Context: an optimization exercise on an open-source flow, tuned for small area, a short achievable clock period and few clock cycles. The choices shown serve that exercise and are no tape-out recipe.
The RTL was checked by simulation tests, not by an equivalence proof against the original design.
Power is estimated from default activity; no workload was simulated.

Design ambi_core, start of the top module:
module ambi_core (
    input  wire        clk,
    input  wire        rst,            
    input  wire        cmd_valid,
    output wire        cmd_ready,
    input  wire [3:0]  cmd_op,
    input  wire [7:0]  cmd_addr,
    input  wire [31:0] cmd_data,
    output wire        out_valid,
    input  wire        out_ready,
    output wire [7:0]  out_data,
    output wire        out_last,
    output reg         rsp_valid,
    output reg  [31:0] rsp_data
);
    localparam NCH = 24;
    localparam [31:0] ALPHA_INIT  = 32'h3F000000;    
    localparam [31:0] BRIGHT_INIT = 32'h3F800000;    
    localparam [31:0] F32_ONE     = 32'h3F800000;
    integer k;
    reg rst_q;
    always @(posedge clk) rst_q <= rst;
    reg  [7:0] lr [0:255];
    reg  [7:0] ph;
    reg        sweep;                   
    wire [7:0] ins_slot  = ph + 8'd1;
    wire [7:0] ins_entry = {ins_slot[0], ins_slot[7:1]};
    reg        rdy_r;
    reg        rdy_pn;              
    reg        h_v;
    reg [3:0]  h_op;
    reg [7:0]  h_addr;
    reg [31:0] h_data;
    assign cmd_ready = ~rdy_pn;
    wire h_show   = h_op == 4'd0;
    wire h_smooth = h_op == 4'd1;
    wire h_bright = h_op == 4'd2;
    wire h_lut    = h_op == 4'd3;
    wire h_pix    = h_op == 4'd4;
    wire h_new    = h_op == 4'd5;
    wire h_frame  = h_op == 4'd6;
    wire h_clear  = h_op == 4'd7;
    wire h_read   = h_op == 4'd8;
    wire data_ok  = h_data[30:23] != 8'hFF;
    wire h_ch     = h_addr[7:5] == 3'd0 && h_addr[4:0] < NCH;    
    wire h_proc   = h_show | (h_bright & data_ok) | h_pix | h_frame;    
    wire h_xop    = h_proc | h_clear;                                   
    reg        proc_busy;       
    reg [4:0]  rph;             
    reg [1:0]  pm;              
    reg [4:0]  pc;              
    reg        clear_m;         
    reg        px_put;          
    reg        smooth_m;        
    reg        xfer_pend;       
    reg        ov_r, ol_r;      
    reg [7:0]  od_r;
    reg        px_busy;         
    reg        px_abs;          
    reg        px_sg;           
    reg        px_zero;         
    reg [4:0]  px_cnt;          
    wire       fpass = proc_busy & smooth_m;                
    wire [4:0] e0 = (rph >= 5'd6)  ? rph - 5'd6  : rph + 5'd18;
    wire [4:0] e1 = (rph >= 5'd14) ? rph - 5'd14 : rph + 5'd10;
  ...
Settings: LEC_CHECK=0, ABC_AREA=1, CAP_MARGIN=40, CORE_MARGIN=2, CORE_UTILIZATION=40, CTS_CLUSTER_DIAMETER=80, CTS_CLUSTER_SIZE=25, SLEW_MARGIN=40; clock period 70.0 ns.
standard.sh (not shown) runs the stock make flow with config.mk's settings and CLKGATE_MAP_FILE= SYNTH_SCRIPT=/design/flow/synth_recipe.tcl, a recipe that flattens the netlist after the stock synthesis.
==> flow/flow/run.sh <==
#!/bin/bash
# The standard layout with three changes:
#  - synthesis maps with flow/abc_area.script, an area-first ABC script
#    (map -a, then buffering and sizing, three times over), in place of ORFS's abc_area.script;
#    everything else in synthesis, registers included, is the standard one
#  - a stronger buffer (buf_4) on every port than buffer_ports picks by itself
#  - timing repair aimed at a slack of 54.6 ns on the design's 70 ns clock
set -euo pipefail
export BUFFER_PORTS_ARGS="-buffer_cell sky130_fd_sc_hd__buf_4"
export SETUP_SLACK_MARGIN=54.6
rm -rf scripts_abc
cp -r "$FLOW_HOME/scripts" scripts_abc
cp flow/abc_area.script scripts_abc/abc_area.script
sed "s#\"\${@:-finish}\"#SCRIPTS_DIR=$PWD/scripts_abc \"\${@:-finish}\"#" standard.sh > standard_abc.sh
bash standard_abc.sh synth > synth_flow.log 2>&1
bash standard.sh finish > standard_flow.log 2>&1
==> flow/flow/abc_area.script <==
strash
dch
map -a
topo
stime -c
buffer -c
upsize -c
dnsize -c
strash
dch
map -a
topo
stime -c
buffer -c
upsize -c
dnsize -c
strash
dch
map -a
topo
stime -c
buffer -c
upsize -c
dnsize -c
Testbench counts at the start, summed over its fixed seeds: cycles 4,337.
Change:
--- a/flow/flow/run.sh
+++ b/flow/flow/run.sh
@@ -4 +4,3 @@
-#    (map -a, then buffering and sizing, three times over), in place of ORFS's abc_area.script;
+#    (map -a, then buffering and sizing, three times over), in place of
+#    ORFS's abc_area.script, and lowers adders with Yosys's own carry
+#    lookahead instead of ORFS's Kogge-Stone map (SYNTH_OPERATIONS_ARGS set);
@@ -15 +17 @@
-bash standard_abc.sh synth > synth_flow.log 2>&1
+SYNTH_OPERATIONS_ARGS="-noshare" bash standard_abc.sh synth > synth_flow.log 2>&1
Setup slack is better by 0.072 ns.
Register-to-register slack is worse by 0.64 ns.
Via count rose slightly.
Flip-flop and latch count does not change.
Final area hardly moves.
Non-clock buffer count rose by 52.
Clock skew fell by 0.067 ns.
Utilization rose by 0.32 points.
Routed wire length rose by a little under a tenth.
Maximum frequency rose slightly.
Change:
--- a/flow/flow/run.sh
+++ b/flow/flow/run.sh
@@ -4,3 +4 @@
-#    (map -a, then buffering and sizing, three times over), in place of
-#    ORFS's abc_area.script, and lowers adders with Yosys's own carry
-#    lookahead instead of ORFS's Kogge-Stone map (SYNTH_OPERATIONS_ARGS set);
+#    (map -a, then buffering and sizing), in place of ORFS's abc_area.script;
@@ -17 +15 @@
-SYNTH_OPERATIONS_ARGS="-noshare" bash standard_abc.sh synth > synth_flow.log 2>&1
+bash standard_abc.sh synth > synth_flow.log 2>&1
==> flow/flow/abc_area.script (replaced) <==
strash
dch
map -a
topo
stime -c
buffer -c
upsize -c
dnsize -c
=>
- clock power barely changes
- synthesized area went up by 2.1%
- die area grows by 2.1%
- first-iteration DRC count goes down by 10%
- global-route usage falls by 4.5 points
- synthesized cell count goes up by about 8%
- cell count goes up by 5.9%
- via count rose by 0.38%
- total power increases by 4.8%
- register-to-register slack is better by 0.49 ns
Change:
==> flow/flow/run.sh (replaced) <==
#!/bin/bash
# The standard layout, with a stronger buffer on every port than the
# default choice of buffer_ports, and timing repair aimed at a slack of
# 54.6 ns on the design's 70 ns clock.
set -euo pipefail
export BUFFER_PORTS_ARGS="-buffer_cell sky130_fd_sc_hd__buf_4"
export SETUP_SLACK_MARGIN=54.6
bash standard.sh finish > standard_flow.log 2>&1
removed: flow/flow/abc_area.script
The changed run went through all stages and came out clean.
Final area came out higher by 1.5%.
Routed wire length came out higher by 11%.
Utilization came out lower by 0.12 points.
Power stays flat.
Count of clock-buffer cells in the layout came out higher by 7.
Fmax came out lower by about 0.75%.
Worst hold slack gets worse by 0.030 ns.
Clock power is about the same.
Clock skew came out higher by 0.074 ns.
Flip-flop and latch count does not change.
Area after synthesis came out higher by about 1.7%.
Change:
==> flow/flow/run.sh (replaced) <==
#!/bin/bash
# The standard layout with three changes:
#  - synthesis maps with flow/abc_area.script, an area-first ABC script
#    (map -a, then buffering and sizing, three times over), in place of
#    ORFS's abc_area.script, and lowers adders with Yosys's own carry
#    lookahead instead of ORFS's Kogge-Stone map (SYNTH_OPERATIONS_ARGS set),
#    and leaves full and half adders to ABC (ADDER_MAP_FILE empty);
#    everything else in synthesis, registers included, is the standard one
#  - a stronger buffer (buf_4) on every port than buffer_ports picks by itself
#  - timing repair aimed at a slack of 54.6 ns on the design's 70 ns clock
set -euo pipefail
export BUFFER_PORTS_ARGS="-buffer_cell sky130_fd_sc_hd__buf_4"
export SETUP_SLACK_MARGIN=54.6
rm -rf scripts_abc
cp -r "$FLOW_HOME/scripts" scripts_abc
cp flow/abc_area.script scripts_abc/abc_area.script
sed "s#\"\${@:-finish}\"#SCRIPTS_DIR=$PWD/scripts_abc \"\${@:-finish}\"#" standard.sh > standard_abc.sh
ADDER_MAP_FILE= SYNTH_OPERATIONS_ARGS="-noshare" bash standard_abc.sh synth > synth_flow.log 2>&1
bash standard.sh finish > standard_flow.log 2>&1
==> flow/flow/abc_area.script (new file) <==
strash
dch
map -a
topo
stime -c
buffer -c
upsize -c
dnsize -c
strash
dch
map -a
topo
stime -c
buffer -c
upsize -c
dnsize -c
strash
dch
map -a
topo
stime -c
buffer -c
upsize -c
dnsize -c
Result: The changed run completed with no timing, DRC or antenna violations; die area is lower by 3.8%; cell count barely changes; design area is lower by 2.8%; combinational power is lower by 37%; via count is higher by 1.5%; global-route usage is higher by 2.4 points.

## afterwards: timing with drivers on the ports
How much do the figures lean on ideal ports? The routed layouts below were timed once more, with nothing changed but the port constraints.
Step 1 (the two cells are an assumption about what drives the block):
set clk [get_ports {clk}]
set_driving_cell -lib_cell sky130_fd_sc_hd__clkbuf_16 $clk
set_driving_cell -lib_cell sky130_fd_sc_hd__buf_2 [delete_from_list [all_inputs] $clk]
Step 2, shift: input delay + t, output delay - t, t = (earliest + latest rising clock arrival at the registers) / 2. This alone moves slack from input paths to output paths.
a / b / c = ideal / step 1 / step 2; a / b = the first two.
run | shift t [ns] | setup slack, ns | cell pins on the clock port's net
the first run | 1.062 | 54.449 / 54.350 / 54.242 | 1
the second run | 1.086 | 54.521 / 54.399 / 54.103 | 1
the third run | 1.034 | 54.549 / 54.436 / 54.289 | 1
the fourth run | 1.050 | 54.432 / 54.320 / 53.564 | 1
the fifth run | 1.022 | 54.546 / 54.444 / 54.351 | 1
After both steps every run listed still meets setup and hold. For the fourth run, which loses most, drivers alone change the setup slack by -0.112 ns; drivers and shift together by -0.868 ns.
